From an optimization exercise on the open Yosys and OpenROAD flow, aimed at small area and a short achievable clock period; shortcuts taken in it are not production practice. Only simulation tests tie the RTL to the original design; equivalence was not proved. Power is estimated from default activity; no workload was simulated.

$ cat design.v
module capdec_pre (
    input  wire [2:0]   ver,
    input  wire [128:0] cap,
    output wire         mw14,
    output wire         inv,
    output wire         sext,
    output wire         err,
    output wire         internal,
    output wire [5:0]   e_raw,
    output wire         over,
    output wire         sat
);
    assign mw14 = ~ver[2] & ~ver[1];
    assign inv  = ver[2] | (ver[1] & ver[0]);
    assign sext = ver[2];
    assign err  = ver[2] & ver[1];
    wire sat_en = ver[2] & ver[0];
    wire ie_bit = mw14 ? cap[90] : cap[94];
    assign internal = ie_bit ^ inv;
    wire [5:0] e6x   = (mw14 ? {cap[80:78], cap[66:64]} : {cap[82:80], cap[66:64]}) ^ {6{inv}};
    assign e_raw = internal ? e6x : 6'd0;
    assign over  = internal & (mw14 ? (e6x > 6'd52) : (e6x > 6'd50));
    assign sat   = sat_en & internal & (e6x >= 6'd51);
endmodule
module capdec_bounds (
    input  wire         mw14,
    input  wire         inv,
    input  wire         sext,
    input  wire         internal,
    input  wire [5:0]   exp_c,
    input  wire         sat,
    input  wire [128:0] cap,
    output wire [63:0]  base,
    output wire [64:0]  limit,
    output wire [63:0]  repb,
    output wire [64:0]  rept
);
    wire [15:0] bf = mw14 ? {2'b00, cap[77:64]} : cap[79:64];
    wire [13:0] tf = mw14 ? {2'b00, cap[89:78]} : cap[93:80];
    wire full_win = mw14 ? (exp_c > 6'd50) : (exp_c > 6'd48);
    wire [15:0] B   = internal ? {bf[15:3], 3'b000} : bf;
    wire [13:0] Tlo = internal ? {tf[13:3], 3'b000} : tf;
    wire [13:0] b_low = mw14 ? {2'b00, B[11:0]} : B[13:0];
    wire        carry = (Tlo < b_low);
    wire [1:0]  b_top = mw14 ? B[13:12] : B[15:14];
    wire [1:0]  ttop  = b_top + {1'b0, carry} + {1'b0, internal};
    wire [15:0] T     = mw14 ? {2'b00, ttop, Tlo[11:0]} : {ttop, Tlo};
    wire [63:0] a  = sext ? {{8{cap[55]}}, cap[55:0]} : cap[63:0];
    wire [64:0] ax = {1'b0, a};
    wire [65:0] a3v = mw14 ? {13'd0, a[63:11]} : {15'd0, a[63:13]};
    wire [65:0] a3s = a3v >> exp_c;
    wire [2:0]  A3  = a3s[2:0];
    wire [2:0]  B3  = mw14 ? B[13:11] : B[15:13];
    wire [2:0]  T3  = mw14 ? T[13:11] : T[15:13];
    wire [2:0]  R3  = B3 - 3'd1;
    wire aHi = (A3 < R3);
    wire tHi = (T3 < R3);
    wire bz  = (B3 == 3'd0);
    wire eb  = aHi ^ bz;
    wire et  = aHi ^ tHi;
    wire [6:0]  k  = {1'b0, exp_c} + (mw14 ? 7'd14 : 7'd16);
    wire [64:0] hi = {65{1'b1}} << k;
    wire [63:0] p = a | ~hi[63:0];
    wire [63:0] q = ~a | ~hi[63:0];
    wire [63:0] pp [0:6];
    wire [63:0] qq [0:6];
    assign pp[0] = p;
    assign qq[0] = q;
    genvar i, l;
    generate
        for (l = 0; l < 6; l = l + 1) begin : g_lvl
            for (i = 0; i < 64; i = i + 1) begin : g_bit
                if (i & (1 << l)) begin
                    assign pp[l+1][i] = pp[l][i] & pp[l][(i >> l << l) - 1];
                    assign qq[l+1][i] = qq[l][i] & qq[l][(i >> l << l) - 1];
                end else begin
                    assign pp[l+1][i] = pp[l][i];
                    assign qq[l+1][i] = qq[l][i];
                end
            end
        end
    endgenerate
    wire [64:0] c  = {pp[6], 1'b1} & hi;
    wire [64:0] b  = {qq[6], 1'b1} & hi;
    wire [64:0] ah = ax & hi;
    wire [64:0] m  = aHi ? b : c;
    wire guard64 = ~mw14 & (exp_c == 6'd48);
    wire [15:0] B16 = mw14 ? {2'b00, B[13:0]} : B;
    wire [64:0] Bs  = {49'd0, B16 & {16{~sat}}} << exp_c;
    wire [64:0] Ts  = {49'd0, T & {16{~sat}}} << exp_c;
    wire [15:0] R16 = mw14 ? {2'b00, R3, 11'd0} : {R3, 13'd0};
    wire [64:0] Rs  = {49'd0, R16 & {16{~full_win}}} << exp_c;
    wire [64:0] base_p  = (ah ^ ({65{eb}} & m)) | Bs;
    wire [64:0] limit_u = ah ^ ({65{et}} & m);
    wire [64:0] limit_p = {limit_u[64] & ~guard64, limit_u[63:0]} | Ts;
    wire cond = base_p[63] ? ~(limit_p[64] ^ limit_p[63]) : limit_p[64];
    wire flip = inv & (exp_c < 6'd49) & cond;
    assign base  = base_p[63:0];
    assign limit = {(limit_p[64] ^ flip) | sat, limit_p[63:0]};
    assign repb = ah[63:0] ^ ({64{aHi}} & b[63:0]) | Rs[63:0];
    assign rept = {m[64] | full_win, ah[63:0] ^ ({64{~aHi}} & c[63:0]) | Rs[63:0]};
endmodule
module capdec_core (
    input  wire         mw14,
    input  wire         inv,
    input  wire         sext,
    input  wire         err_in,
    input  wire         internal,
    input  wire [5:0]   e_raw,
    input  wire         over,
    input  wire         sat,
    input  wire [128:0] cap,
    output wire         err,
    output wire         tag,
    output wire [17:0]  perms,
    output wire [18:0]  otype,
    output wire         ie,
    output wire [15:0]  bottom,
    output wire [13:0]  top,
    output wire [7:0]   flags,
    output wire [63:0]  value,
    output wire [63:0]  base,
    output wire [64:0]  limit,
    output wire [5:0]   exponent,
    output wire [63:0]  repb,
    output wire [64:0]  rept
);
    assign err      = err_in;
    assign tag      = cap[128];
    assign perms    = cap[127:110];
    assign flags    = cap[63:56];
    assign value    = cap[63:0];
    assign otype    = mw14 ? cap[109:91] : {4'd0, cap[109:95]};
    assign ie       = mw14 ? cap[90] : cap[94];
    assign bottom   = mw14 ? {2'd0, cap[77:64]} : cap[79:64];
    assign top      = mw14 ? {2'd0, cap[89:78]} : cap[93:80];
    wire [5:0] exp_c = over ? (mw14 ? 6'd52 : 6'd50) : e_raw;
    assign exponent = exp_c;
    capdec_bounds u_bounds (
        .mw14(mw14), .inv(inv), .sext(sext), .internal(internal), .exp_c(exp_c), .sat(sat),
        .cap(cap), .base(base), .limit(limit), .repb(repb), .rept(rept));
endmodule
module cap_bounds_decoder (
    input  wire         clk,
    input  wire         rst,
    input  wire         in_valid,
    input  wire [2:0]   in_ver,
    input  wire [128:0] in_cap,
    output reg          out_valid,
    output reg          out_err,
    output reg          out_tag,
    output reg  [17:0]  out_perms,
    output reg  [18:0]  out_otype,
    output reg          out_ie,
    output reg  [15:0]  out_bottom,
    output reg  [13:0]  out_top,
    output reg  [7:0]   out_flags,
    output reg  [63:0]  out_value,
    output reg  [63:0]  out_base,
    output reg  [64:0]  out_limit,
    output reg  [5:0]   out_exponent,
    output reg  [63:0]  out_repb,
    output reg  [64:0]  out_rept
);
    wire       p_mw14, p_inv, p_sext, p_err, p_internal, p_over, p_sat;
    wire [5:0] p_e_raw;
    capdec_pre u_pre (
        .ver(in_ver), .cap(in_cap), .mw14(p_mw14), .inv(p_inv), .sext(p_sext), .err(p_err),
        .internal(p_internal), .e_raw(p_e_raw), .over(p_over), .sat(p_sat));
    reg         s1_valid;
    reg [128:0] s1_cap;
    reg         s1_mw14, s1_inv, s1_sext, s1_err, s1_internal, s1_over, s1_sat;
    reg [5:0]   s1_e_raw;
    always @(posedge clk) begin
        if (rst) s1_valid <= 1'b0;
        else     s1_valid <= in_valid;
        s1_cap      <= in_cap;
        s1_mw14     <= p_mw14;
        s1_inv      <= p_inv;
        s1_sext     <= p_sext;
        s1_err      <= p_err;
        s1_internal <= p_internal;
        s1_sat      <= p_sat;
        s1_e_raw    <= p_e_raw;
        s1_over     <= p_over;
    end
    wire        d_err, d_tag, d_ie;
    wire [17:0] d_perms;
    wire [18:0] d_otype;
    wire [15:0] d_bottom;
    wire [13:0] d_top;
    wire [7:0]  d_flags;
    wire [63:0] d_value, d_base, d_repb;
    wire [64:0] d_limit, d_rept;
    wire [5:0]  d_exponent;
    capdec_core u_core (
        .mw14(s1_mw14), .inv(s1_inv), .sext(s1_sext), .err_in(s1_err),
        .internal(s1_internal), .e_raw(s1_e_raw), .over(s1_over), .sat(s1_sat), .cap(s1_cap),
        .err(d_err), .tag(d_tag), .perms(d_perms), .otype(d_otype), .ie(d_ie),
        .bottom(d_bottom), .top(d_top), .flags(d_flags), .value(d_value),
        .base(d_base), .limit(d_limit), .exponent(d_exponent),
        .repb(d_repb), .rept(d_rept));
    always @(posedge clk) begin
        if (rst) out_valid <= 1'b0;
        else     out_valid <= s1_valid;
        out_err      <= d_err;
        out_tag      <= d_tag;
        out_perms    <= d_perms;
        out_otype    <= d_otype;
        out_ie       <= d_ie;
        out_bottom   <= d_bottom;
        out_top      <= d_top;
        out_flags    <= d_flags;
        out_value    <= d_value;
        out_base     <= d_base;
        out_limit    <= d_limit;
        out_exponent <= d_exponent;
        out_repb     <= d_repb;
        out_rept     <= d_rept;
    end
endmodule
$ cat flow/run.sh
#!/bin/bash
# Layout flow: the standard.sh, with these changes in how the layout is
# made; it is still laid out and signed off at the design's clock period
# and constraints:
#  - synthesis uses flow/synth_area.tcl (see there; registers as standard),
#  - ports are buffered with plain buf_1 cells,
#  - timing repair up to and including CTS aims at a setup margin of
#    19.6 ns; later repair (after global routing) at the default margin.
# Each step's full output is in the log named below and in orfs/logs.
set -uo pipefail
cd "$(dirname "$0")/.."
W=$PWD
export BUFFER_PORTS_ARGS="-buffer_cell sky130_fd_sc_hd__buf_1"
sed "s#SYNTH_SCRIPT=[^ ]*#SYNTH_SCRIPT=$W/flow/synth_area.tcl#" standard.sh > flow_synth.sh
bash flow_synth.sh synth > flow_synth.log 2>&1 || exit 1
SETUP_SLACK_MARGIN=19.6 bash standard.sh cts > flow_to_cts.log 2>&1 || exit 1
bash standard.sh finish > flow_finish.log 2>&1
$ cat flow/synth_area.tcl
# The standard synthesis (synth_recipe.tcl: ORFS synth.tcl without the fsm
# and share passes, then flattened and renamed), with two changes that only
# touch the combinational mapping (flip-flops are mapped exactly as there):
#  - no full/half-adder extraction (ADDER_MAP_FILE empty),
#  - ABC maps with its default script instead of ORFS's speed script.
proc synth {args} { yosys synth -nofsm -noshare {*}$args }
set ::env(ADDER_MAP_FILE) ""
proc abc {args} {
  set keep {}
  set skip 0
  foreach a $args {
    if {$skip} { set skip 0; continue }
    if {$a eq "-script" || $a eq "-D"} { set skip 1; continue }
    lappend keep $a
  }
  yosys abc {*}$keep
}
source $::env(SCRIPTS_DIR)/synth.tcl
# left out here: clear keep_hierarchy, flatten, clean up, hide names made inside functions, write 1_2_yosys.v
$ cat standard.sh
#!/bin/bash
# synth_recipe.tcl (not shown) runs the flow's synth.tcl, then flattens the netlist and writes it again
# the make line also repeats each setting of config.mk as NAME=value (left out here)
make -C /OpenROAD-flow-scripts/flow DESIGN_CONFIG=/design/flow/config.mk WORK_HOME=/design/flow/orfs CLKGATE_MAP_FILE= SYNTH_SCRIPT=/design/flow/synth_recipe.tcl "${@:-finish}"
$ cat config.mk
export PLATFORM = sky130hd
export DESIGN_NAME = cap_bounds_decoder
export DESIGN_NICKNAME = cap_bounds_decoder
export VERILOG_FILES = /design/flow/design.v
export SDC_FILE = /design/flow/constraint.sdc
export NUM_CORES = 4
export LEC_CHECK = 0
export CAP_MARGIN = 20
export CORE_MARGIN = 2
export CORE_UTILIZATION = 55
export CTS_BUF_LIST = sky130_fd_sc_hd__clkbuf_8
export CTS_CLUSTER_SIZE = 30
export SLEW_MARGIN = 20
$ cat constraint.sdc
create_clock -name core_clock -period 26.0 [get_ports {clk}]
set_input_delay 5.2000 -clock core_clock [delete_from_list [all_inputs] [get_ports {clk}]]
set_output_delay 5.2000 -clock core_clock [all_outputs]
set_load 0.01 [all_outputs]
==> results by group, run 1 <==
Hold path
  • Type of the most critical hold path: reg -> reg
  • Hold Path End: out_err
  • Worst hold path depth: 0
  • Min-delay src: s1_err

Timing
  • Hold Fails Final Rpt: 0
  • RSZ-0062 raised after global routing: no
  • FMAX: 0.1472 GHz
  • Min Hold Slack: 0.3212 ns
  • Setup TNS: 0 ns
  • Rel. slew slack: 15.07%
  • Tmin final: 6.792 ns
  • Max Slew Vio Count: 0
  • Setup ws final: 19.21 ns
  • # setup viols final: 0
  • Slew @ Worst Pin: 1.265 ns
  • Final worst path period share: 26.12%
  • Setup Skew: 0.04018 ns

Die
  • Initial Utilization: 56.05%
  • Die Y: 205.7 um
  • Chip Width: 205.7 um
  • Std-Cell Rows: 73
  • Core Region: 39910 um2
  • Die ar.: 42310 um2
  • Top Ports: 542

Placement
  • Routability cong.: 1.079
  • HPWL Detailed: 75380 um
  • Area of placed instances: 24830 um2
  • Pre-CTS worst setup slack: 17.75 ns
  • Cell total after placement: 3583
  • I/O Buffers: 541

Route
  • Via count: 24160
  • # DRC: 0
  • Drt wl/cell: 27.63 um
  • Drt via density: 6.438
  • DRT Wirelength: 103700 um
  • Number of routed nets with antenna violations: 0
  • DRT Pass-1 Iters: 7
  • DR iter-0 viols: 3574

Pwr
  • Clock share of power: 24.3%
  • Net Sw Power: 1.202 mW
  • Net Sw Frac: 42.23%
  • Pint: 1.644 mW
  • Leak: 10.95 nW
  • Reg power frac: 36.8%
  • Pwr per Cell Area: 105.0 nW/um2
  • Gate power share: 38.9%
  • Max IR drop VDD: 0.06693 mV

Worst setup path
  • Slowest CP cell: nor3_1
  • FF-to-FF Start: s1_over
  • R2R cell count: 23
  • CP Launch Type: register
  • Reg2reg end: out_base[46]
  • Reg2reg setup slack: 19.21 ns
  • Max incr delay on CP: 0.56 ns
  • Worst Path Required: 26.63 ns
  • Crit-path cells: nor2_2 > buf_4 > inv_2 > buf_12 > nor2_1 > buf_4 > a31oi_1 > nor2_1 > nor4_1 > o2111ai_1 > nor4_1 > nand4b_1 > nor4_4 > o211ai_1 > buf_4 > nor3_1 > nand2_1 > nor2_1 > nand2_1 > nor3_1 > o21ai_0 > or3_1 > nand3_1
  • CP top delay family: simple AND/OR/NAND/NOR gates
  • CP Max Fanout: 48
  • Nature of the critical path endpoint: register
  • Sum of buffers and inverters on the critical path: 5
  • Worst Path Arrival: 7.42 ns
  • Critical path class: reg -> reg

Yosys
  • Synth Instances: 2607
  • Mapped Area: 22370 um2
  • Sequential cell area fraction in the yosys report: 48.50%
  • Async S/R FF share, synth: 0%
  • Synth Warn #: 2
  • Leading area contributor after synthesis: dfxtp_1
  • Syn avg cell area: 8.582 um2
  • Top cells by area, synth: dfxtp_1 (48%), nand2_1 (6.5%), o21ai_0 (5.3%)
  • Yosys top cell area share: 48.50%
  • EDFF count, synth: 0
  • Netlist cell types: 91
  • Top_reg_cell synth: dfxtp_1
  • Post-synthesis register bit count: 542

GRT
  • Gr usage total: 47.37%
  • Pin count of the biggest net entering global routing: 72
  • Global-route wire length before repair: 146700 um
  • Vias in the first global route: 23070
  • Initial antenna violation count: 7
  • GRT Residual Overflow: 0

Final layout
  • Share of cells above drive strength 1: 11.39%
  • Layout Nets: 3300
  • Area Overhead vs Synth: 21.15%
  • Fillers: 3053
  • Leading cell type in the layout, fill and taps excluded: dfxtp_1
  • Non-Filler Instances: 3753
  • Fin area: 27100 um2
  • Commonest cells after routing, fill and taps aside: dfxtp_1 (531), buf_1 (472), nand2_1 (382)

Flow run
  • Max_cap viols: 0

Run status
  • Status: finished clean

Clocking
  • CTS Root Cell: clkbuf_8
  • Clock sink total: 542
  • CTS tree: yes
  • Worst-path clk slew: 0.07 ns
  • H-tree Lvls: 3
  • Clock Latency Late Sink: 0.70 ns
  • CTS Buffer Depth: 3
  • Inserted Clock Buffers: 81
  • Hold_buf cts: 0
-- metal layers --
| metal | vias to the layer above | share of wire [%] | GRT usage (%) |
|---|---|---|---|
| li1 | 10280 | - | - |
| met4 | 2 | 8.3 | 35.79 |
| met5 | - | 0.014 | 0 |
| met1 | 11260 | 35 | 54.49 |
| met2 | 2046 | 44 | 72.76 |
| met3 | 573 | 13 | 16.12 |
-- synthesized netlist by cell type (11+ instances only) --
cell,count
and2_1,39
nand2b_1,15
nor2_1,304
a22oi_1,28
xnor2_1,48
a211oi_1,11
nand3_1,60
o22a_1,11
a21oi_1,157
or3_1,25
o211ai_1,51
o22ai_1,33
nor2b_1,25
nand4_1,13
xor2_1,20
nand2_1,385
clkbuf_1,100
and3_1,17
nor4_1,16
dfxtp_1,542
mux2_2,44
o21ai_0,236
buf_2,13
o31ai_1,20
buf_4,14
inv_1,34
a31oi_1,30
buf_1,15
nor3_1,56
mux2i_1,88
-- registers in the layout (all words and copies together) (netlist names), 6 cells and up --
register	cells
s1_cap	129
out_limit	65
out_rept	65
out_base	64
out_repb	64
out_value	63
out_otype	19
out_perms	18
out_bottom	16
out_top	14
out_exponent	6
s1_e_raw	6
-- kinds of logic after synthesis --
family          after synthesis  synth area share (%)
mux                         138                 6.605
flops                       542                 48.50
buf+inv                     182                 3.361
compound gates              670                 18.32
xor+xnor                     68                 2.662
simple gates               1005                 20.50
fa+ha+maj                     1               0.04474
other cells                   1               0.01676
-- power groups by stage --
stage          Sequential (mW)  Clock [mW]  Combinational (mW)
2_1_floorplan             1.10           0               0.512
3_3_place_gp              1.05           0               0.984
3_5_place_dp              1.06           0               0.989
4_1_cts                   1.04       0.692                1.04
5_1_grt                   1.05       0.728                1.14
6_report                  1.05       0.693                1.11
-- worst max-delay path by stage --
stage	depth (start not counted)	slack, ns	end	startpoint
2_1_floorplan	7	19.61	s1_over	in_ver[2]
3_3_place_gp	21	18.09	out_base[59]	s1_mw14
3_5_place_dp	21	17.75	out_base[56]	s1_mw14
4_1_cts	25	19.58	out_base[56]	s1_over
5_1_grt	23	19.10	out_base[43]	s1_over
6_report	23	19.21	out_base[46]	s1_over
-- what timing repair did --
item	4_1_cts	5_1_grt
endpoints found under the hold margin	0	0
buffers inserted	20	0
setup endpoints to repair	201	0
resized for setup	136	0
-- worst register-to-register path, cell delays in order (launching register included) --
cell and delay [ns]:
dfxtp_4 0.46, nor2_2 0.07, buf_4 0.29, inv_2 0.25
buf_12 0.26, nor2_1 0.11, buf_4 0.24, a31oi_1 0.45
nor2_1 0.07, nor4_1 0.48, o2111ai_1 0.23, nor4_1 0.55
nand4b_1 0.32, nor4_4 0.39, o211ai_1 0.17, buf_4 0.23
nor3_1 0.57, nand2_1 0.17, nor2_1 0.25, nand2_1 0.14
nor3_1 0.29, o21ai_0 0.26, or3_1 0.40, nand3_1 0.09
-- area by class of cell --
| cell class | instances | area, um2 | area share, % |
|---|---|---|---|
| Timing Repair Buffer | 596 | 2754 | 10.16 |
| Clock inverter | 41 | 240.2 | 0.8863 |
| Clock buffer | 100 | 1376 | 5.078 |
| Multi-Input combinational cell | 1904 | 11030 | 40.68 |
| Sequential cell | 542 | 10870 | 40.10 |
| Antenna cell | 5 | 12.51 | 0.04616 |
| Tap cell | 525 | 656.9 | 2.423 |
| Inverter | 40 | 168.9 | 0.6232 |
-- stage by stage --
stage | util (%) | power, mW
5_1_grt | 67.89 | 2.920
2_1_floorplan | - | 1.614
3_5_place_dp | 62.21 | 2.048
3_3_place_gp | 62.21 | 2.035
6_report | 67.91 | 2.846
4_1_cts | 67.82 | 2.772
==> inputs of run 2 (changes only) <==
--- a/config.mk
+++ b/config.mk
@@ -7,7 +7,5 @@
 export LEC_CHECK = 0
 export CAP_MARGIN = 20
 export CORE_MARGIN = 2
-export CORE_UTILIZATION = 55
-export CTS_BUF_LIST = sky130_fd_sc_hd__clkbuf_8
-export CTS_CLUSTER_SIZE = 30
+export CORE_UTILIZATION = 40
 export SLEW_MARGIN = 20
==> results by group, run 2 <==
GRT
  • Vias in the first global route: 21420
  • GRT Residual Overflow: 0
  • Gr usage total: 34.30%
  • Pin count of the biggest net entering global routing: 72
  • Initial antenna violation count: 2
  • Global-route wire length before repair: 144900 um

Final layout
  • Non-Filler Instances: 3918
  • Commonest cells after routing, fill and taps aside: buf_1 (540), dfxtp_1 (534), nand2_1 (384)
  • Area Overhead vs Synth: 22.78%
  • Regs by FF count: s1_cap x129, out_limit x65, out_rept x65
  • Leading cell type in the layout, fill and taps excluded: buf_1
  • Biggest register: s1_cap
  • Share of cells above drive strength 1: 8.236%
  • Max FFs per register: 129
  • Layout Nets: 3268

Die
  • Die Y: 240.5 um
  • Core Region: 55200 um2
  • Die ar.: 57840 um2
  • Chip Width: 240.5 um
  • Top Ports: 542
  • Initial Utilization: 40.53%
  • Std-Cell Rows: 86

Yosys
  • Top_reg_cell synth: dfxtp_1
  • Synth Instances: 2607
  • Top cells by area, synth: dfxtp_1 (48%), nand2_1 (6.5%), o21ai_0 (5.3%)
  • Most numerous cell in the Yosys netlist: dfxtp_1
  • Commonest cells post-synth: dfxtp_1 (542), nand2_1 (385), nor2_1 (304)
  • Yosys top cell area share: 48.50%
  • Synth Warn #: 2
  • Async S/R FF share, synth: 0%
  • Leading area contributor after synthesis: dfxtp_1
  • Sequential cell area fraction in the yosys report: 48.50%
  • EDFF count, synth: 0
  • Syn avg cell area: 8.582 um2
  • Post-synthesis register bit count: 542
  • Netlist cell types: 91
  • Mapped Area: 22370 um2

Worst setup path
  • Nature of the critical path endpoint: register
  • Worst Path Required: 26.55 ns
  • Crit-path cells: clkinv_1 > nand2_1 > nand4_1 > o31ai_1 > a21oi_1 > nand4b_4 > nand4b_4 > nand4b_4 > and4b_1 > nand4_1 > or4_4 > or3_4 > nor4_4 > nand4b_2 > or3_4 > nor4_4 > buf_12 > nand4_1 > o31ai_1 > a32oi_1 > nand2_1
  • CP Launch Type: register
  • Max incr delay on CP: 0.61 ns
  • R2R cell count: 21
  • Slowest CP cell: or4_4
  • CP Max Fanout: 16
  • Worst Path Arrival: 7.17 ns
  • Critical path class: reg -> reg

Clocking
  • CTS tree: yes
  • H-tree Lvls: 2
  • CTS Buffer Depth: 3
  • Hold_buf cts: 0
  • Clock Latency Late Sink: 0.61 ns
  • Worst-path clk slew: 0.06 ns
  • Inserted Clock Buffers: 52
  • Clock sink total: 542
  • CTS Root Cell: clkbuf_16

Timing
  • Rel. slew slack: 23.83%
  • Max Slew Vio Count: 0
  • FMAX: 0.1510 GHz
  • Hold Fails Final Rpt: 0
  • # setup viols final: 0
  • Tmin final: 6.624 ns
  • Setup Skew: 0.01865 ns
  • Final worst path period share: 25.48%
  • Slew @ Worst Pin: 1.131 ns
  • RSZ-0062 raised after global routing: no
  • Setup TNS: 0 ns

Route
  • # DRC: 0
  • Drt wl/cell: 26.30 um
  • DR iter-0 viols: 2509
  • DRT Pass-1 Iters: 7
  • Via count: 22590
  • DRT Wirelength: 103000 um
  • Drt via density: 5.765
  • Number of routed nets with antenna violations: 0

Pwr
  • Pwr per Cell Area: 105.7 nW/um2
  • Leak: 10.64 nW
  • Max IR drop VDD: 0.06784 mV
  • Power Total: 2.904 mW

Placement
  • Routability cong.: 1.018
  • Cell total after placement: 3806
  • I/O Buffers: 541
  • HPWL Detailed: 80120 um

Hold path
  • Type of the most critical hold path: reg -> reg
  • Worst hold path depth: 0

Flow run
  • Max_cap viols: 0

Run status
  • Status: finished clean
run 2: cell count changes in the layout (fill, tap and decap cells not counted), moves of 12 or more:
cell	delta
buf_2	-68
inv_1	-29
buf_1	+68
clkbuf_8	-87
clkbuf_1	+12
clkbuf_16	+53
run 2: path summary, 6_finish.rpt:
path                from            end  slack [ns]
min reg2reg  s1_cap[126]  out_perms[16]        0.32
min          s1_cap[126]  out_perms[16]        0.32
max reg2reg      s1_mw14   out_base[62]       19.38
max              s1_mw14   out_base[62]       19.38
run 2: layer usage:
metal	track usage, %	wire, um	vias up
met3	7.290	10270	276
met2	53.86	45960	1376
met4	17.69	5533	0
li1	-	-	10200
met1	44.38	41260	10740
met5	0	0	-
run 2: layout make-up:
class | instances | area [um2]
diodes | 1 | 2.502
clock buffers | 78 | 1550
clock inverters | 12 | 197.7
fillers | 5441 | 27730
inverters | 40 | 188.9
multi-input cells | 1904 | 11070
flip-flops and latches | 542 | 10870
well taps | 748 | 935.9
repair buffers | 592 | 2653
repair inverters | 1 | 6.256
run 2: cell families (layout without fill, tap and decap cells):
logic type | after synthesis | in the layout | share of synthesized area [%]
muxes | 138 | 138 | 6.605
other | 1 | 23 | 0.01676
adders and majority gates | 1 | 1 | 0.04474
DFF | 542 | 542 | 48.50
xor gates and xnor gates | 68 | 68 | 2.662
and+or+nand+nor | 1005 | 1005 | 20.50
buffers and inverters | 182 | 723 | 3.361
AOI/OAI and AO/OA | 670 | 670 | 18.32
run 2: where the power goes:
group	switching (mW)	internal, mW
Sequential	0.0685	0.976
Combinational	0.805	0.295
Clock	0.307	0.452
Total	1.18	1.72
run 2: what timing repair did:
item / CTS / global route
endpoints found under the setup margin: 95 / 0
setup buffers: 16 / 0
resized for setup: 74 / 0
run 2: worst max-delay path: cells and delay by family (launching register included):
family,cells,cell delay (ns)
flops,1,0.40
compound gates,4,1.05
simple gates,15,4.54
buf+inv,2,0.55
run 2: metrics by stage:
step                      hold slack, ns  setup slack [ns]  area [um2]  utilization (%)
after floorplan                   0.3096             19.61       22470                -
after global placement            0.3099             18.00       25130            45.52
final                             0.3232             19.38       27470            49.76
after detailed placement          0.3121             17.86       25140            45.54
after global routing              0.3320             19.06       27470            49.76
after CTS                         0.3244             19.60       27470            49.76
==> inputs of run 3 (changes only) <==
--- a/design.v
+++ b/design.v
@@ -58,15 +58,25 @@
     wire bz  = (B3 == 3'd0);
     wire eb  = aHi ^ bz;
     wire et  = aHi ^ tHi;
-    wire [6:0]  k  = {1'b0, exp_c} + (mw14 ? 7'd14 : 7'd16);
-    wire [64:0] hi = {65{1'b1}} << k;
+    wire [63:0] th;
+    wire [64:0] hi;
+    genvar i, l;
+    generate
+        for (i = 0; i < 64; i = i + 1) begin : g_th
+            assign th[i] = (exp_c <= i);
+        end
+        for (i = 0; i <= 64; i = i + 1) begin : g_hi
+            if (i < 14)      assign hi[i] = 1'b0;
+            else if (i < 16) assign hi[i] = mw14 & th[i-14];
+            else             assign hi[i] = mw14 ? th[i-14] : th[i-16];
+        end
+    endgenerate
     wire [63:0] p = a | ~hi[63:0];
     wire [63:0] q = ~a | ~hi[63:0];
     wire [63:0] pp [0:6];
     wire [63:0] qq [0:6];
     assign pp[0] = p;
     assign qq[0] = q;
-    genvar i, l;
     generate
         for (l = 0; l < 6; l = l + 1) begin : g_lvl
             for (i = 0; i < 64; i = i + 1) begin : g_bit
--- a/flow/run.sh
+++ b/flow/run.sh
@@ -5,7 +5,7 @@
 #  - synthesis uses flow/synth_area.tcl (see there; registers as standard),
 #  - ports are buffered with plain buf_1 cells,
 #  - timing repair up to and including CTS aims at a setup margin of
-#    19.6 ns; later repair (after global routing) at the default margin.
+#    19.6 ns; later repair (after global routing) at 0 ns.
 # Each step's full output is in the log named below and in orfs/logs.
 set -uo pipefail
 cd "$(dirname "$0")/.."
@@ -14,4 +14,4 @@
 sed "s#SYNTH_SCRIPT=[^ ]*#SYNTH_SCRIPT=$W/flow/synth_area.tcl#" standard.sh > flow_synth.sh
 bash flow_synth.sh synth > flow_synth.log 2>&1 || exit 1
 SETUP_SLACK_MARGIN=19.6 bash standard.sh cts > flow_to_cts.log 2>&1 || exit 1
-bash standard.sh finish > flow_finish.log 2>&1
+SETUP_SLACK_MARGIN=0 bash standard.sh finish > flow_finish.log 2>&1
==> results by group, run 3 <==
Clocking
  • CTS Root Cell: clkbuf_16
  • Inserted Clock Buffers: 51
  • Clock Latency Late Sink: 0.63 ns
  • CTS tree: yes
  • H-tree Lvls: 2
  • Clock sink total: 517
  • Worst-path clk slew: 0.07 ns
  • CTS Buffer Depth: 3

Die
  • Top Ports: 542
  • Std-Cell Rows: 87
  • Die Y: 242.0 um
  • Initial Utilization: 40.35%
  • Die ar.: 58570 um2
  • Chip Width: 242.0 um
  • Core Region: 56170 um2

GRT
  • Vias in the first global route: 21320
  • Pin count of the biggest net entering global routing: 76
  • Global-route wire length before repair: 146200 um
  • Gr usage total: 33.57%
  • GRT Residual Overflow: 0
  • Initial antenna violation count: 1

Final layout
  • Area occupied by multi-input gates: 11530 um2
  • Regs by FF count: s1_cap x129, out_limit x65, out_base x64
  • Final cell utilization of the core: 48.24%
  • Biggest register: s1_cap
  • Leading cell type in the layout, fill and taps excluded: buf_1
  • Area Overhead vs Synth: 19.58%
  • Layout Nets: 3233
  • Fillers: 5593
  • Reg area: 10360 um2
  • Share of cells above drive strength 1: 9.013%
  • Max FFs per register: 129
  • Commonest cells after routing, fill and taps aside: buf_1 (517), dfxtp_1 (513), nand2_1 (361)
  • Fin area: 27100 um2

Timing
  • FMAX: 0.1524 GHz
  • Final worst path period share: 25.24%
  • Slew @ Worst Pin: 1.217 ns
  • Setup TNS: 0 ns
  • Max Slew Vio Count: 0
  • Min Hold Slack: 0.3256 ns
  • Setup Skew: 0.04050 ns
  • # setup viols final: 0
  • Tmin final: 6.563 ns
  • RSZ-0062 raised after global routing: no
  • Hold Fails Final Rpt: 0
  • Rel. slew slack: 17.99%

Yosys
  • Synth Instances: 2636
  • Async S/R FF share, synth: 0%
  • Commonest cells post-synth: dfxtp_1 (517), nand2_1 (362), nor2_1 (258)
  • Mapped Area: 22660 um2
  • Synth Area in XOR/XNOR: 2.783%
  • Post-synthesis adder-cell area fraction: 0%
  • Mux cell area share after synthesis: 7.443%
  • Most numerous cell in the Yosys netlist: dfxtp_1
  • EDFF count, synth: 0
  • Syn avg cell area: 8.597 um2
  • Sequential cell area fraction in the yosys report: 45.67%
  • Synth Warn #: 2
  • Largest family of logic cells by synthesized area: simple AND/OR/NAND/NOR gates
  • Synth Area in Simple Gates: 20.39%
  • Synth Area in Compound Gates: 19.03%
  • Post-synthesis register bit count: 517
  • Leading area contributor after synthesis: dfxtp_1
  • Yosys top cell area share: 45.67%
  • Top cells by area, synth: dfxtp_1 (46%), nand2_1 (6.0%), o21ai_0 (4.7%)
  • Top_reg_cell synth: dfxtp_1
  • Netlist cell types: 98

Route
  • DR iter-0 viols: 2491
  • Drt wl/cell: 26.30 um
  • DRT Wirelength: 102500 um
  • DRT Pass-1 Iters: 6
  • Drt via density: 5.784
  • Number of routed nets with antenna violations: 0
  • Via count: 22540
  • # DRC: 0

Flow run
  • Max_cap viols: 0

Pwr
  • Leak: 10.54 nW
  • Pwr per Cell Area: 103.1 nW/um2
  • Reg power frac: 35.5%
  • Max IR drop VDD: 0.06074 mV
  • Pint: 1.643 mW
  • Gate power share: 37.9%
  • Net Sw Frac: 41.19%
  • Clock share of power: 26.5%
  • Net Sw Power: 1.151 mW

Worst setup path
  • CP Max Fanout: 46
  • Crit path launch: s1_e_raw[5]
  • Critical path class: reg -> reg
  • FF-to-FF Start: s1_e_raw[5]
  • Nature of the critical path endpoint: register
  • Worst Path Required: 26.54 ns
  • CP Launch Type: register
  • Worst Path Arrival: 7.11 ns

Placement
  • Routability cong.: 1.027
  • HPWL Detailed: 79050 um
  • Area of placed instances: 25280 um2
  • I/O Buffers: 519

Hold path
  • Type of the most critical hold path: reg -> reg
  • Min-delay src: s1_cap[8]

Run status
  • Status: finished clean
[run 3: timing repair]
action                                  4_1_cts  5_1_grt
endpoints found under the setup margin       67        0
buffers inserted                              2        0
gates resized for setup                      13        0
hold buffers                                  0        0
[run 3: metrics by stage]
stage | total power [mW] | setup slack, ns | cells
finish | 2.793 | 19.44 | 3897
global route | 2.898 | 19.08 | 3896
CTS | 2.779 | 19.60 | 3896
detailed placement | 2.032 | 18.82 | 3799
global placement | 2.029 | 18.87 | 3798
floorplan | 1.562 | 19.62 | 2657
[run 3: cell families (layout without fill, tap and decap cells)]
family | after synthesis | after routing
AND/OR/NAND/NOR | 973 | 973
AO/OA/AOI/OAI | 681 | 681
flip-flops | 517 | 517
buffers and inverters | 232 | 715
multiplexers | 160 | 160
XOR/XNOR | 72 | 72
other | 1 | 23
[run 3: final cells by class]
| type | count | area share [%] |
|---|---|---|
| antenna | 1 | 0.009234 |
| clock buffer | 74 | 5.434 |
| clock inverter | 21 | 0.9234 |
| inverter | 51 | 0.7111 |
| multi-input combinational | 1908 | 42.53 |
| sequential | 517 | 38.22 |
| tap | 756 | 3.491 |
| timing repair buffer | 569 | 8.676 |
[run 3: power groups by stage]
stage | Combinational (mW) | Clock (mW) | Sequential (mW)
final | 1.06 | 0.742 | 0.992
after global routing | 1.11 | 0.791 | 1.00
after CTS | 1.03 | 0.756 | 0.993
after detailed placement | 1.02 | 0 | 1.01
after global placement | 1.02 | 0 | 1.01
after floorplan | 0.517 | 0 | 1.05
[run 3: worst max-delay path, stage by stage (launching register included)]
cell,delay (ns)
dfxtp_1,0.70
nor2_4,0.06
buf_4,0.35
clkinv_2,0.52
nor2_1,0.27
a211oi_1,0.63
o32a_2,0.31
nand4_1,0.17
and4b_1,0.40
nand4_1,0.18
nand4b_4,0.32
or4_4,0.66
nor4_4,0.58
nor3b_4,0.39
o21a_2,0.23
a32o_1,0.17
a21oi_1,0.05
o41a_1,0.31
o21ai_1,0.13
[run 3: layer usage]
layer  global-route usage [%]  wire length [um]  part of all wire [%]
met2                    52.87             45680                    45
met5                        0                 0                     0
met3                    7.367              9386                   9.2
met4                    18.14              6059                   5.9
met1                    42.91             41360                    40
[run 3: final timing paths]
kind / endpoint / slack, ns / depth (start not counted)
max: out_limit[64] / 19.44 / 18
min: out_value[8] / 0.33 / 0
max reg2reg: out_limit[64] / 19.44 / 18
min reg2reg: out_value[8] / 0.33 / 0
==> inputs of run 4 (changes only) <==
==> flow/run.sh (replaced) <==
#!/bin/bash
# Layout flow: the standard.sh, with these changes in how the layout is
# made; it is still laid out and signed off at the design's clock period
# and constraints:
#  - synthesis uses flow/synth_area.tcl (see there; registers as standard),
#  - ports are buffered with plain buf_1 cells,
#  - timing repair up to and including CTS aims at a setup margin of
#    19.8 ns; later repair (after global routing) at 19.65 ns.
# Each step's full output is in the log named below and in orfs/logs.
set -uo pipefail
cd "$(dirname "$0")/.."
W=$PWD
export BUFFER_PORTS_ARGS="-buffer_cell sky130_fd_sc_hd__buf_1"
sed "s#SYNTH_SCRIPT=[^ ]*#SYNTH_SCRIPT=$W/flow/synth_area.tcl#" standard.sh > flow_synth.sh
bash flow_synth.sh synth > flow_synth.log 2>&1 || exit 1
SETUP_SLACK_MARGIN=19.8 bash standard.sh cts > flow_to_cts.log 2>&1 || exit 1
SETUP_SLACK_MARGIN=19.65 bash standard.sh finish > flow_finish.log 2>&1
--- a/config.mk
+++ b/config.mk
@@ -7,5 +7,5 @@
 export LEC_CHECK = 0
 export CAP_MARGIN = 20
 export CORE_MARGIN = 2
-export CORE_UTILIZATION = 40
+export CORE_UTILIZATION = 50
 export SLEW_MARGIN = 20
==> results by group, run 4 <==
Run status
  • Status: finished clean

Timing
  • Max Slew Vio Count: 0
  • RSZ-0062 raised after global routing: yes
  • Slew @ Worst Pin: 1.309 ns
  • Final worst path period share: 24.36%
  • Setup TNS: 0 ns
  • Rel. slew slack: 11.80%
  • Setup Skew: 0.03967 ns
  • Hold Fails Final Rpt: 0
  • # setup viols final: 0
  • Tmin final: 6.335 ns
  • FMAX: 0.1579 GHz
  • Min Hold Slack: 0.3261 ns

Die
  • Die ar.: 47040 um2
  • Top Ports: 542
  • Initial Utilization: 50.26%
  • Core Region: 45090 um2
  • Die Y: 216.9 um
  • Chip Width: 216.9 um
  • Std-Cell Rows: 78

Route
  • DRT Pass-1 Iters: 9
  • Number of routed nets with antenna violations: 0
  • DR iter-0 viols: 3055
  • Drt wl/cell: 29.21 um
  • Drt via density: 6.464
  • # DRC: 0
  • DRT Wirelength: 109200 um
  • Via count: 24160

GRT
  • Initial antenna violation count: 3
  • Pin count of the biggest net entering global routing: 79
  • Global-route wire length before repair: 155000 um
  • Vias in the first global route: 23320
  • Gr usage total: 44.38%
  • GRT Residual Overflow: 0

Clocking
  • Inserted Clock Buffers: 48
  • Worst-path clk slew: 0.06 ns
  • H-tree Lvls: 2
  • CTS Buffer Depth: 3
  • CTS Root Cell: clkbuf_16
  • Clock Latency Late Sink: 0.63 ns
  • Clock sink total: 517
  • CTS tree: yes

Worst setup path
  • Worst Path Required: 26.54 ns
  • Sum of buffers and inverters on the critical path: 1
  • Reg2reg end: out_limit[64]
  • FF-to-FF Start: s1_over
  • Critical path class: in -> reg
  • Worst Path Arrival: 6.87 ns
  • Max incr delay on CP: 0.32 ns
  • CP top delay family: simple AND/OR/NAND/NOR gates
  • Slowest CP cell: mux2i_2
  • CP Max Fanout: 5
  • Crit-path cells: buf_1 > nor2_4 > mux2i_2 > xnor2_1 > nand2_1 > o31ai_2 > o21ai_1 > nor2_1
  • R2R cell count: 20
  • Reg2reg setup slack: 19.72 ns
  • Nature of the critical path endpoint: register
  • CP Launch Type: primary input

Yosys
  • Commonest cells post-synth: dfxtp_1 (517), nand2_1 (362), nor2_1 (258)
  • Top_reg_cell synth: dfxtp_1
  • Leading area contributor after synthesis: dfxtp_1
  • Synth Warn #: 2
  • Top cells by area, synth: dfxtp_1 (46%), nand2_1 (6.0%), o21ai_0 (4.7%)
  • Post-synthesis register bit count: 517
  • Mapped Area: 22660 um2
  • Synth Instances: 2636
  • Syn avg cell area: 8.597 um2
  • Most numerous cell in the Yosys netlist: dfxtp_1
  • Netlist cell types: 98
  • EDFF count, synth: 0
  • Sequential cell area fraction in the yosys report: 45.67%
  • Async S/R FF share, synth: 0%
  • Yosys top cell area share: 45.67%

Hold path
  • Type of the most critical hold path: reg -> reg
  • Hold Path End: out_perms[11]
  • Min-delay src: s1_cap[121]
  • Worst hold path depth: 0

Final layout
  • Layout Nets: 3235
  • Area Overhead vs Synth: 26.93%
  • Final cell utilization of the core: 63.80%
  • Share of cells above drive strength 1: 26.46%
  • Max FFs per register: 129
  • Regs by FF count: s1_cap x129, out_limit x65, out_base x64
  • Biggest register: s1_cap
  • Fillers: 3449
  • Non-Filler Instances: 3738
  • Commonest cells after routing, fill and taps aside: nand2_1 (361), dfxtp_1 (358), nor2_1 (251)
  • Leading cell type in the layout, fill and taps excluded: nand2_1

Placement
  • Routability cong.: 1.039
  • I/O Buffers: 519
  • HPWL Detailed: 77510 um
  • Cell total after placement: 3637

Pwr
  • Max IR drop VDD: 0.08897 mV
  • Power Total: 2.963 mW
  • Leak: 12.12 nW
  • Pwr per Cell Area: 103.0 nW/um2

Flow run
  • Max_cap viols: 0
[run 4: area by class of cell]
cell class	instances	area (um2)	area share (%)
Timing Repair Buffer	574	3956	13.75
Sequential cell	517	10550	36.69
Multi-Input combinational cell	1908	11610	40.38
Inverter	51	193.9	0.6742
Clock buffer	62	1314	4.567
Antenna cell	1	2.502	0.008699
Clock inverter	25	379.1	1.318
Tap cell	600	750.7	2.610
[run 4: repair_timing]
action                     4_1_cts  5_1_grt
setup endpoints to repair      469       37
hold buffers                     0        0
resized for setup              728       28
pin swaps                        2        4
buffers inserted                 3       10
gates cloned                     0        0
[run 4: worst max path at each step]
stage                  startpoint            end  cells after the start
global route              s1_over  out_limit[64]                     21
global placement          s1_mw14  out_limit[57]                     16
CTS                 out_value[58]   out_flags[2]                      1
floorplan               in_ver[1]        s1_over                      7
finish                  in_ver[2]        s1_over                      8
detailed placement        s1_mw14   out_base[59]                     16
[run 4: routing by layer]
metal | track usage, % | routed length (um) | part of all wire [%] | up-vias
met2 | 70.79 | 48610 | 45 | 2057
met4 | 29.41 | 8544 | 7.8 | 2
met3 | 10.71 | 12530 | 11 | 531
met1 | 53.40 | 39490 | 36 | 11340
met5 | 0 | 11 | 0.010 | -
li1 | - | - | - | 10240
[run 4: stage by stage]
| step | area (um2) | worst slack [ns] |
|---|---|---|
| 5_1_grt | 28760 | 19.58 |
| 3_3_place_gp | 25050 | 18.95 |
| 6_report | 28770 | 19.67 |
| 2_1_floorplan | 22760 | 19.74 |
| 3_5_place_dp | 25050 | 19.04 |
| 4_1_cts | 28550 | 19.68 |
[run 4: logic make-up (layout without fill, tap and decap cells)]
family                    after synthesis  after routing  synth area share [%]
and+or+nand+nor                       973            973                 20.39
AOI/OAI and AO/OA                     681            681                 19.03
DFF                                   517            517                 45.67
buffers and inverters                 232            712                 4.671
muxes                                 160            160                 7.443
xor gates and xnor gates               72             72                 2.783
other                                   1             23               0.01655
[run 4: power by group]
part | switching [mW] | internal [mW] | total, mW
clock network | 0.324 | 0.433 | 0.757
registers | 0.0789 | 0.939 | 1.02
logic | 0.799 | 0.390 | 1.19
==> inputs of run 5 (changes only) <==
==> flow/run.sh (replaced) <==
#!/bin/bash
# Layout flow: the standard.sh, with these changes in how the layout is
# made; it is still laid out and signed off at the design's clock period
# and constraints:
#  - synthesis uses flow/synth_area.tcl (see there; registers as standard),
#  - ports are buffered with plain buf_1 cells,
#  - timing repair up to and including CTS aims at a setup margin of
#    19.7 ns; later repair (after global routing) at 19.5 ns.
# Each step's full output is in the log named below and in orfs/logs.
set -uo pipefail
cd "$(dirname "$0")/.."
W=$PWD
export BUFFER_PORTS_ARGS="-buffer_cell sky130_fd_sc_hd__buf_1"
sed "s#SYNTH_SCRIPT=[^ ]*#SYNTH_SCRIPT=$W/flow/synth_area.tcl#" standard.sh > flow_synth.sh
bash flow_synth.sh synth > flow_synth.log 2>&1 || exit 1
SETUP_SLACK_MARGIN=19.7 bash standard.sh cts > flow_to_cts.log 2>&1 || exit 1
SETUP_SLACK_MARGIN=19.5 bash standard.sh finish > flow_finish.log 2>&1
==> results by group, run 5 <==
Worst setup path
  • Crit-path most repeated cell: buf_4
  • Reg2reg end: out_limit[64]
  • CP Max Fanout: 42
  • Nature of the critical path endpoint: register
  • Crit-path cells: buf_4 > nand2b_1 > buf_4 > clkinv_1 > buf_4 > nor4_2 > nor4_2 > nand3b_1 > nand4b_1 > nand4b_4 > and4b_1 > nand4_1 > or4_4 > nor4_4 > nor3b_4 > o21a_2 > a32o_1 > a21oi_1 > o41a_1 > o21ai_1
  • Worst Path Required: 26.52 ns
  • Max incr delay on CP: 0.72 ns
  • Reg2reg setup slack: 19.59 ns
  • FF-to-FF Start: s1_over
  • Slowest CP cell: or4_4
  • CP Launch Type: register
  • R2R cell count: 20
  • Critical path class: reg -> reg
  • Worst Path Arrival: 6.94 ns

Yosys
  • Synth Instances: 2636
  • Sequential cell area fraction in the yosys report: 45.67%
  • Syn avg cell area: 8.597 um2
  • Commonest cells post-synth: dfxtp_1 (517), nand2_1 (362), nor2_1 (258)
  • Post-synthesis register bit count: 517
  • Netlist cell types: 98
  • Most numerous cell in the Yosys netlist: dfxtp_1
  • Async S/R FF share, synth: 0%
  • Top cells by area, synth: dfxtp_1 (46%), nand2_1 (6.0%), o21ai_0 (4.7%)
  • Mapped Area: 22660 um2
  • EDFF count, synth: 0
  • Top_reg_cell synth: dfxtp_1
  • Yosys top cell area share: 45.67%
  • Synth Warn #: 2
  • Leading area contributor after synthesis: dfxtp_1

GRT
  • Global Route met1 Usage: 51.99%
  • Pin count of the biggest net entering global routing: 79
  • GRT Residual Overflow: 0
  • Busiest layer in global routing: met2
  • Gr usage total: 41.37%
  • Global-route wire length before repair: 144500 um
  • Vias in the first global route: 22150
  • Met3 Use GR: 9.057%
  • Initial antenna violation count: 1
  • Met2 Use GR: 66.29%

Die
  • Chip Width: 216.9 um
  • Die Y: 216.9 um
  • Initial Utilization: 50.26%
  • Core Region: 45090 um2
  • Die ar.: 47040 um2
  • Top Ports: 542
  • Std-Cell Rows: 78

Clocking
  • H-tree Lvls: 2
  • CTS Root Cell: clkbuf_16
  • Inserted Clock Buffers: 48
  • Worst-path clk slew: 0.07 ns
  • CTS Buffer Depth: 3
  • CTS tree: yes
  • Hold_buf cts: 0
  • Clock Latency Late Sink: 0.60 ns
  • Clock sink total: 517

Pwr
  • Net Sw Power: 1.163 mW
  • Net Sw Frac: 40.67%
  • Pint: 1.696 mW
  • Power Total: 2.858 mW
  • Reg power frac: 34.6%
  • Clock share of power: 27.7%
  • Max IR drop VDD: 0.08802 mV
  • Pwr per Cell Area: 105.3 nW/um2
  • Leak: 10.78 nW
  • Gate power share: 37.7%

Hold path
  • Hold Path End: out_value[4]
  • Min-delay src: s1_cap[4]
  • Worst hold path depth: 0
  • Type of the most critical hold path: reg -> reg

Timing
  • Setup Skew: 0.01553 ns
  • Tmin final: 6.413 ns
  • Setup TNS: 0 ns
  • RSZ-0062 raised after global routing: yes
  • Slew @ Worst Pin: 1.216 ns
  • Setup ws final: 19.59 ns
  • Hold Fails Final Rpt: 0
  • Min Hold Slack: 0.3274 ns
  • Final worst path period share: 24.66%
  • # setup viols final: 0
  • Rel. slew slack: 18.04%
  • FMAX: 0.1559 GHz
  • Max Slew Vio Count: 0

Final layout
  • Regs by FF count: s1_cap x129, out_limit x65, out_base x64
  • Final cell utilization of the core: 60.23%
  • Layout Nets: 3233
  • Leading cell type in the layout, fill and taps excluded: dfxtp_1
  • Max FFs per register: 129
  • Area Overhead vs Synth: 19.83%
  • Biggest register: s1_cap
  • Share of cells above drive strength 1: 11.26%
  • Commonest cells after routing, fill and taps aside: dfxtp_1 (506), buf_1 (463), nand2_1 (361)

Route
  • Number of routed nets with antenna violations: 0
  • DRT Pass-1 Iters: 9
  • Drt wl/cell: 27.19 um
  • DR iter-0 viols: 2972
  • # DRC: 0
  • Drt via density: 6.233
  • Via count: 23290
  • DRT Wirelength: 101600 um

Placement
  • I/O Buffers: 519
  • HPWL Detailed: 74750 um
  • Pre-CTS worst setup slack: 18.87 ns
  • Routability cong.: 0.9974

Flow run
  • Max_cap viols: 0

Run status
  • Status: finished clean
-- run 5: cell count changes in the layout (fill, tap and decap cells not counted), moves of 7 or more --
cell	change
dfxtp_2	-147
dfxtp_1	+148
buf_2	-163
buf_6	-165
clkbuf_1	-7
buf_1	+329
-- run 5: final cells by class --
class	instances	area (um2)
repair buffers	572	2482
fillers	3854	17930
inverters	51	192.7
diodes	1	2.502
clock inverters	31	461.7
well taps	600	750.7
flip-flops and latches	517	10370
multi-input cells	1908	11550
clock buffers	57	1349
-- run 5: worst max-delay path by stage --
stage               slack [ns]  depth (start not counted)            end         from
finish                   19.59                         20  out_limit[64]      s1_over
global route             19.47                         19  out_limit[64]  s1_e_raw[3]
CTS                      19.51                         20  out_limit[64]      s1_over
detailed placement       18.87                         17  out_limit[64]      s1_mw14
global placement         18.86                         17  out_limit[64]      s1_mw14
floorplan                19.71                          7        s1_over    in_ver[2]
-- run 5: kinds of logic (layout without fill, tap and decap cells) --
family	after synthesis	in the layout	share of synthesized area [%]
mux	160	160	7.443
simple gates	973	973	20.39
flops	517	517	45.67
other cells	1	23	0.01655
buf+inv	232	711	4.671
compound gates	681	681	19.03
xor+xnor	72	72	2.783
-- run 5: power groups by stage --
stage               Combinational (mW)  Sequential, mW  Clock [mW]
global route                      1.11           0.998       0.826
floorplan                        0.517            1.05           0
global placement                  1.01           0.999           0
finish                            1.08           0.990       0.792
CTS                               1.03           0.990       0.796
detailed placement                1.01            1.00           0
-- run 5: worst max-delay path: cells and delay by family (launching register included) --
kind                   cells  cell delay (ns)
DFF                        1             0.30
and+or+nand+nor           11             4.04
buffers and inverters      4             1.04
AOI/OAI and AO/OA          5             0.91
-- run 5: what timing repair did --
item,in CTS,in global routing
gates resized for setup,77,14
setup endpoints to repair,139,33
pin swaps,0,1
gates cloned,0,0
endpoints found under the hold margin,0,0
buffers inserted,1,4
-- run 5: metal layers --
metal  vias up  part of all wire, %
li1      10250                    -
met1     11030                   39
met2      1686                   45
met3       328                   10
met4         0                  5.9
met5         -                    0
-- run 5: through the flow --
stage / instance area (um2) / std cells
after global placement: 25090 / 3643
after global routing: 27150 / 3736
after detailed placement: 25100 / 3643
after CTS: 27060 / 3732
after floorplan: 22760 / 2657
final: 27160 / 3737
==> inputs of run 6 (changes only) <==
--- a/config.mk
+++ b/config.mk
@@ -7,5 +7,5 @@
 export LEC_CHECK = 0
 export CAP_MARGIN = 20
 export CORE_MARGIN = 2
-export CORE_UTILIZATION = 50
+export CORE_UTILIZATION = 40
 export SLEW_MARGIN = 20
==> results by group, run 6 <==
Run status
  • Status: finished clean

Worst setup path
  • Nature of the critical path endpoint: register
  • CP Max Fanout: 53
  • R2R cell count: 20
  • Crit-path most repeated cell: buf_4
  • Worst Path Arrival: 6.79 ns
  • FF-to-FF Start: s1_over
  • Crit-path cells: buf_4 > mux2i_4 > buf_8 > inv_2 > buf_6 > nand3_1 > a21oi_1 > a2111oi_4 > nor4b_2 > or4b_4 > nor4_4 > nor4b_4 > buf_4 > and2_0 > buf_4 > nor4b_2 > nand2_1 > a22oi_1 > nand2_1 > a211o_1
  • Reg2reg setup slack: 19.68 ns
  • Reg2reg end: out_base[36]
  • Worst Path Required: 26.47 ns
  • Max incr delay on CP: 0.55 ns
  • Slowest CP cell: or4b_4
  • CP Launch Type: register
  • CP top delay family: simple AND/OR/NAND/NOR gates
  • Critical path class: reg -> reg
  • Sum of buffers and inverters on the critical path: 6

Final layout
  • Biggest register: s1_cap
  • Final cell utilization of the core: 48.90%
  • Non-Filler Instances: 3902
  • Area Overhead vs Synth: 21.21%
  • Regs by FF count: s1_cap x129, out_limit x65, out_base x64
  • Leading cell type in the layout, fill and taps excluded: dfxtp_1
  • Layout Nets: 3239
  • Commonest cells after routing, fill and taps aside: dfxtp_1 (488), buf_1 (373), nand2_1 (361)
  • Fillers: 5563
  • Max FFs per register: 129
  • Reg area: 10390 um2
  • Area occupied by multi-input gates: 11570 um2
  • Fin area: 27470 um2
  • Share of cells above drive strength 1: 14.79%

Yosys
  • Synth Area in Compound Gates: 19.03%
  • Synth Warn #: 2
  • Synth Area in XOR/XNOR: 2.783%
  • Syn avg cell area: 8.597 um2
  • Post-synthesis adder-cell area fraction: 0%
  • Post-synthesis register bit count: 517
  • Top cells by area, synth: dfxtp_1 (46%), nand2_1 (6.0%), o21ai_0 (4.7%)
  • Synth Instances: 2636
  • Commonest cells post-synth: dfxtp_1 (517), nand2_1 (362), nor2_1 (258)
  • Most numerous cell in the Yosys netlist: dfxtp_1
  • Async S/R FF share, synth: 0%
  • Mapped Area: 22660 um2
  • Largest family of logic cells by synthesized area: simple AND/OR/NAND/NOR gates
  • Leading area contributor after synthesis: dfxtp_1
  • Top_reg_cell synth: dfxtp_1
  • Netlist cell types: 98
  • EDFF count, synth: 0
  • Yosys top cell area share: 45.67%
  • Sequential cell area fraction in the yosys report: 45.67%
  • Synth Area in Simple Gates: 20.39%
  • Mux cell area share after synthesis: 7.443%

Route
  • Drt via density: 5.832
  • DR iter-0 viols: 2456
  • # DRC: 0
  • DRT Pass-1 Iters: 6
  • Drt wl/cell: 27.22 um
  • Number of routed nets with antenna violations: 0
  • Via count: 22760
  • DRT Wirelength: 106200 um

Clocking
  • Hold_buf cts: 0
  • Inserted Clock Buffers: 50
  • Clock sink total: 517
  • CTS Buffer Depth: 3
  • Clock Latency Late Sink: 0.61 ns
  • Worst-path clk slew: 0.06 ns
  • CTS tree: yes
  • H-tree Lvls: 2
  • CTS Root Cell: clkbuf_16

Hold path
  • Type of the most critical hold path: reg -> reg
  • Worst hold path depth: 0
  • Min-delay src: s1_cap[122]
  • Hold Path End: out_perms[12]

Timing
  • Rel. slew slack: 12.96%
  • Min Hold Slack: 0.3249 ns
  • RSZ-0062 raised after global routing: no
  • Final worst path period share: 24.30%
  • # setup viols final: 0
  • Setup Skew: 0.02487 ns
  • Setup TNS: 0 ns
  • FMAX: 0.1583 GHz
  • Setup ws final: 19.68 ns
  • Slew @ Worst Pin: 1.292 ns
  • Hold Fails Final Rpt: 0
  • Max Slew Vio Count: 0
  • Tmin final: 6.317 ns

Die
  • Std-Cell Rows: 87
  • Die ar.: 58570 um2
  • Die Y: 242.0 um
  • Chip Width: 242.0 um
  • Top Ports: 542
  • Core Region: 56170 um2
  • Initial Utilization: 40.35%

Pwr
  • Max IR drop VDD: 0.05304 mV
  • Reg power frac: 35.0%
  • Clock share of power: 26.2%
  • Gate power share: 38.8%
  • Pwr per Cell Area: 102.8 nW/um2
  • Net Sw Power: 1.160 mW
  • Power Total: 2.823 mW
  • Pint: 1.663 mW
  • Net Sw Frac: 41.09%
  • Leak: 11.07 nW

GRT
  • Global-route wire length before repair: 150900 um
  • GRT Residual Overflow: 0
  • Vias in the first global route: 21550
  • Gr usage total: 34.83%
  • Initial antenna violation count: 1
  • Pin count of the biggest net entering global routing: 76

Placement
  • Pre-CTS worst setup slack: 18.86 ns
  • Area of placed instances: 25340 um2
  • HPWL Detailed: 82030 um
  • Cell total after placement: 3803
  • I/O Buffers: 519
  • Routability cong.: 0.9979

Flow run
  • Max_cap viols: 0
run 6: power groups by stage:
stage               logic, mW  registers [mW]  clock network, mW
detailed placement       1.04            1.01                  0
global route             1.14           0.999              0.785
finish                   1.10           0.989              0.739
CTS                      1.06           0.991              0.753
global placement         1.04            1.00                  0
floorplan               0.517            1.05                  0
run 6: logic make-up after synthesis:
logic type	count (synthesis)
compound gates	681
xor+xnor	72
mux	160
buf+inv	232
other cells	1
simple gates	973
flops	517
run 6: metal layers:
layer	part of all wire [%]	GRT usage [%]	up-vias
li1	-	-	10260
met1	41	45.71	10910
met2	44	54.42	1339
met3	8.9	6.957	253
met4	5.5	17.74	0
met5	0	0	-
run 6: how the worst max path moves through the flow:
| stage | from | endpoint | slack (ns) | cells past startpoint |
|---|---|---|---|---|
| after floorplan | in_ver[2] | s1_over | 19.71 | 7 |
| after global placement | s1_mw14 | out_limit[61] | 19.01 | 19 |
| after detailed placement | s1_mw14 | out_limit[64] | 18.86 | 19 |
| after CTS | s1_over | out_limit[64] | 19.58 | 20 |
| after global routing | s1_over | out_limit[64] | 19.50 | 20 |
| final | s1_over | out_base[36] | 19.68 | 20 |
run 6: area by class of cell:
class                   count  share of cell area [%]
well taps                 756                   3.444
clock inverters            28                   1.102
multi-input cells        1908                   42.12
flip-flops and latches    517                   37.84
diodes                      2                 0.01822
clock buffers              64                   5.006
inverters                  51                  0.7151
repair buffers            576                   9.757
run 6: what timing repair did:
action                                  4_1_cts  5_1_grt
buffers inserted                              1        4
pin swaps                                     1        1
gates resized for setup                     202        7
endpoints found under the hold margin         0        0
endpoints found under the setup margin      201       24
==> inputs of run 7 (changes only) <==
==> flow/abc_area_map.script (new file) <==
strash
dch
map -a
topo
==> flow/synth_area.tcl (replaced) <==
# The standard synthesis (synth_recipe.tcl: ORFS synth.tcl without the fsm
# and share passes, then flattened and renamed), with two changes that only
# touch the combinational mapping (flip-flops are mapped exactly as there):
#  - no full/half-adder extraction (ADDER_MAP_FILE empty),
#  - ABC maps with flow/abc_area_map.script (area-oriented mapping)
#    instead of ORFS's speed script.
set ::abc_map_script [file join [file dirname [file normalize [info script]]] abc_area_map.script]
proc synth {args} { yosys synth -nofsm -noshare {*}$args }
set ::env(ADDER_MAP_FILE) ""
proc abc {args} {
  set keep {}
  set skip 0
  foreach a $args {
    if {$skip} { set skip 0; continue }
    if {$a eq "-script" || $a eq "-D"} { set skip 1; continue }
    lappend keep $a
  }
  yosys abc -script $::abc_map_script {*}$keep
}
source $::env(SCRIPTS_DIR)/synth.tcl
# left out here: clear keep_hierarchy, flatten, clean up, hide names made inside functions, write 1_2_yosys.v
==> results by group, run 7 <==
Run status
  • Status: finished clean

Final layout
  • Commonest cells after routing, fill and taps aside: nand2_1 (664), dfxtp_1 (496), buf_1 (385)
  • Max FFs per register: 129
  • Layout Nets: 3728
  • Leading cell type in the layout, fill and taps excluded: nand2_1
  • Biggest register: s1_cap
  • Share of cells above drive strength 1: 11.94%
  • Final cell utilization of the core: 51.26%
  • Area Overhead vs Synth: 26.74%
  • Regs by FF count: s1_cap x129, out_limit x65, out_base x64

Yosys
  • Synth Warn #: 2
  • Leading area contributor after synthesis: dfxtp_1
  • Mapped Area: 21760 um2
  • Netlist cell types: 40
  • EDFF count, synth: 0
  • Commonest cells post-synth: nand2_1 (666), dfxtp_1 (517), nor2_1 (383)
  • Top_reg_cell synth: dfxtp_1
  • Post-synthesis register bit count: 517
  • Sequential cell area fraction in the yosys report: 47.55%
  • Syn avg cell area: 7.348 um2
  • Top cells by area, synth: dfxtp_1 (48%), nand2_1 (11%), o21ai_0 (8.6%)
  • Synth Instances: 2962
  • Async S/R FF share, synth: 0%
  • Most numerous cell in the Yosys netlist: nand2_1
  • Yosys top cell area share: 47.55%

GRT
  • Pin count of the biggest net entering global routing: 92
  • Vias in the first global route: 22030
  • GRT Residual Overflow: 0
  • Global-route wire length before repair: 145500 um
  • Gr usage total: 34.92%
  • Initial antenna violation count: 7

Die
  • Chip Width: 237.3 um
  • Std-Cell Rows: 85
  • Top Ports: 542
  • Die Y: 237.3 um
  • Core Region: 53810 um2
  • Initial Utilization: 40.44%
  • Die ar.: 56290 um2

Pwr
  • Reg power frac: 36.5%
  • Pwr per Cell Area: 95.14 nW/um2
  • Net Sw Frac: 40.11%
  • Max IR drop VDD: 0.06872 mV
  • Pint: 1.572 mW
  • Gate power share: 35.4%
  • Clock share of power: 28.1%
  • Leak: 10.86 nW
  • Power Total: 2.624 mW
  • Net Sw Power: 1.053 mW

Clocking
  • Clock sink total: 517
  • Hold_buf cts: 0
  • Inserted Clock Buffers: 50
  • H-tree Lvls: 2
  • Worst-path clk slew: 0.07 ns
  • CTS Root Cell: clkbuf_16
  • CTS Buffer Depth: 3
  • CTS tree: yes
  • Clock Latency Late Sink: 0.61 ns

Worst setup path
  • CP Launch Type: register
  • Slowest CP cell: buf_4
  • Crit-path most repeated cell: nand2_1
  • Critical path class: reg -> reg
  • Worst Path Required: 26.46 ns
  • Sum of buffers and inverters on the critical path: 9
  • CP top delay family: buffers and inverters
  • Nature of the critical path endpoint: register
  • Worst Path Arrival: 6.84 ns
  • Max incr delay on CP: 0.48 ns
  • CP Max Fanout: 91

Route
  • DRT Pass-1 Iters: 6
  • Drt wl/cell: 23.57 um
  • # DRC: 0
  • Via count: 23980
  • DRT Wirelength: 102100 um
  • DR iter-0 viols: 3187
  • Drt via density: 5.534
  • Number of routed nets with antenna violations: 0

Timing
  • Min Hold Slack: 0.3257 ns
  • Setup TNS: 0 ns
  • FMAX: 0.1569 GHz
  • # setup viols final: 0
  • Slew @ Worst Pin: 1.267 ns
  • Rel. slew slack: 14.66%
  • Tmin final: 6.373 ns
  • RSZ-0062 raised after global routing: yes
  • Final worst path period share: 24.51%
  • Max Slew Vio Count: 0
  • Setup Skew: 0.02775 ns
  • Hold Fails Final Rpt: 0

Placement
  • I/O Buffers: 519
  • Routability cong.: 1.058
  • HPWL Detailed: 75410 um

Flow run
  • Max_cap viols: 0

Hold path
  • Type of the most critical hold path: reg -> reg
==> run 7: changes by cell type in the layout (fill, tap and decap cells not counted), moves of 31 or more <==
cell,change
nand2b_1,-31
nand3_1,+53
nand2_1,+303
a21oi_1,-36
o21ai_0,+153
inv_1,-45
xnor2_1,-40
nor2_1,+89
clkinv_1,+334
mux2_2,-65
mux2i_1,-92
==> run 7: metal layers <==
| metal | wire length [um] | share of wire, % | track usage, % | vias to the layer above |
|---|---|---|---|---|
| li1 | - | - | - | 11220 |
| met1 | 41420 | 41 | 46.22 | 10960 |
| met2 | 43180 | 42 | 52.31 | 1496 |
| met3 | 11710 | 11 | 9.465 | 298 |
| met4 | 5739 | 5.6 | 17.67 | 6 |
| met5 | 65 | 0.064 | 0 | - |
==> run 7: repair_timing <==
item	CTS	global route
cloned	6	2
setup endpoints to repair	282	57
setup buffers	19	14
resized for setup	213	45
hold endpoints to repair	0	0
pin swaps	12	10
==> run 7: path summary, 6_finish.rpt <==
| check | start | to | slack [ns] | depth (start not counted) |
|---|---|---|---|---|
| worst min register to register | s1_cap[115] | out_perms[5] | 0.33 | 0 |
| worst max register to register | s1_mw14 | out_limit[64] | 19.63 | 25 |
| worst min-delay path | s1_cap[115] | out_perms[5] | 0.33 | 0 |
| worst max-delay path | s1_mw14 | out_limit[64] | 19.63 | 25 |
==> run 7: power by group through the flow <==
stage / clock network, mW / registers, mW / logic [mW]
floorplan: 0 / 1.02 / 0.406
global placement: 0 / 0.973 / 0.846
detailed placement: 0 / 0.975 / 0.838
CTS: 0.751 / 0.959 / 0.881
global route: 0.785 / 0.967 / 0.974
finish: 0.738 / 0.958 / 0.928
==> run 7: layout make-up <==
class                           instances  area [um2]
Antenna cell                            2       5.005
Clock buffer                           63        1370
Clock inverter                         31       311.5
Fill cell                            5428       26230
Inverter                              370        1592
Multi-Input combinational cell       2064       10180
Sequential cell                       517       10380
Tap cell                              696       870.8
Timing Repair Buffer                  585        2805
Timing Repair inverter                  5       61.31
==> run 7: per-stage QoR <==
| stage | setup slack [ns] | area (um2) | std cells |
|---|---|---|---|
| finish | 19.63 | 27580 | 4333 |
| global route | 19.42 | 27580 | 4331 |
| CTS | 19.67 | 27300 | 4315 |
| detailed placement | 17.78 | 24900 | 4196 |
| global placement | 17.76 | 24900 | 4196 |
| floorplan | 19.37 | 22080 | 2983 |
==> run 7: kinds of logic after synthesis <==
logic type | synth area share, %
AND/OR/NAND/NOR | 23.25
AO/OA/AOI/OAI | 20.36
flip-flops | 47.55
buffers and inverters | 7.519
XOR/XNOR | 1.207
adder cells (fa/ha/maj) | 0.04599
other | 0.01723
multiplexers | 0.04599

re-timing with driven ports:
The results above use ideal ports. As a check the final layouts listed here were re-extracted and re-timed, cells and wires unchanged. Step 1 assumes that a clkbuf_16 drives the clock port and a buf_2 every other input. Step 2 adds t to the input delays and takes it off the output delays; t is the mean of the earliest and latest rising clock arrival at the registers after step 1. Input paths then give back, and output paths get back, about the clock's delay inside the block. Slacks: ideal / step 1 / step 2; pairs: ideal / step 1.
run	t (ns)	slack for setup (ns)	worst setup path at the end	latest minus earliest clock arrival (ns)	slew at the worst register clock pin (ns)
run 1	0.734	19.208 / 19.208 / 19.006	input to register	0.043 / 0.043	0.07 / 0.07
run 2	0.655	19.376 / 19.376 / 19.085	input to register	0.019 / 0.019	0.06 / 0.06
run 3	0.669	19.437 / 19.437 / 19.227	input to register	0.041 / 0.041	0.07 / 0.07
run 4	0.675	19.665 / 19.611 / 19.016	input to register	0.042 / 0.042	0.07 / 0.07
run 5	0.647	19.587 / 19.587 / 19.219	input to register	0.019 / 0.019	0.07 / 0.07
run 6	0.653	19.683 / 19.639 / 19.288	input to register	0.025 / 0.025	0.08 / 0.08
run 7	0.668	19.627 / 19.627 / 19.213	input to register	0.028 / 0.028	0.08 / 0.08
After both steps setup and hold are still met in every run listed. The setup slack of run 4, which loses most, moves by -0.054 ns with the drivers and by -0.649 ns with both steps.
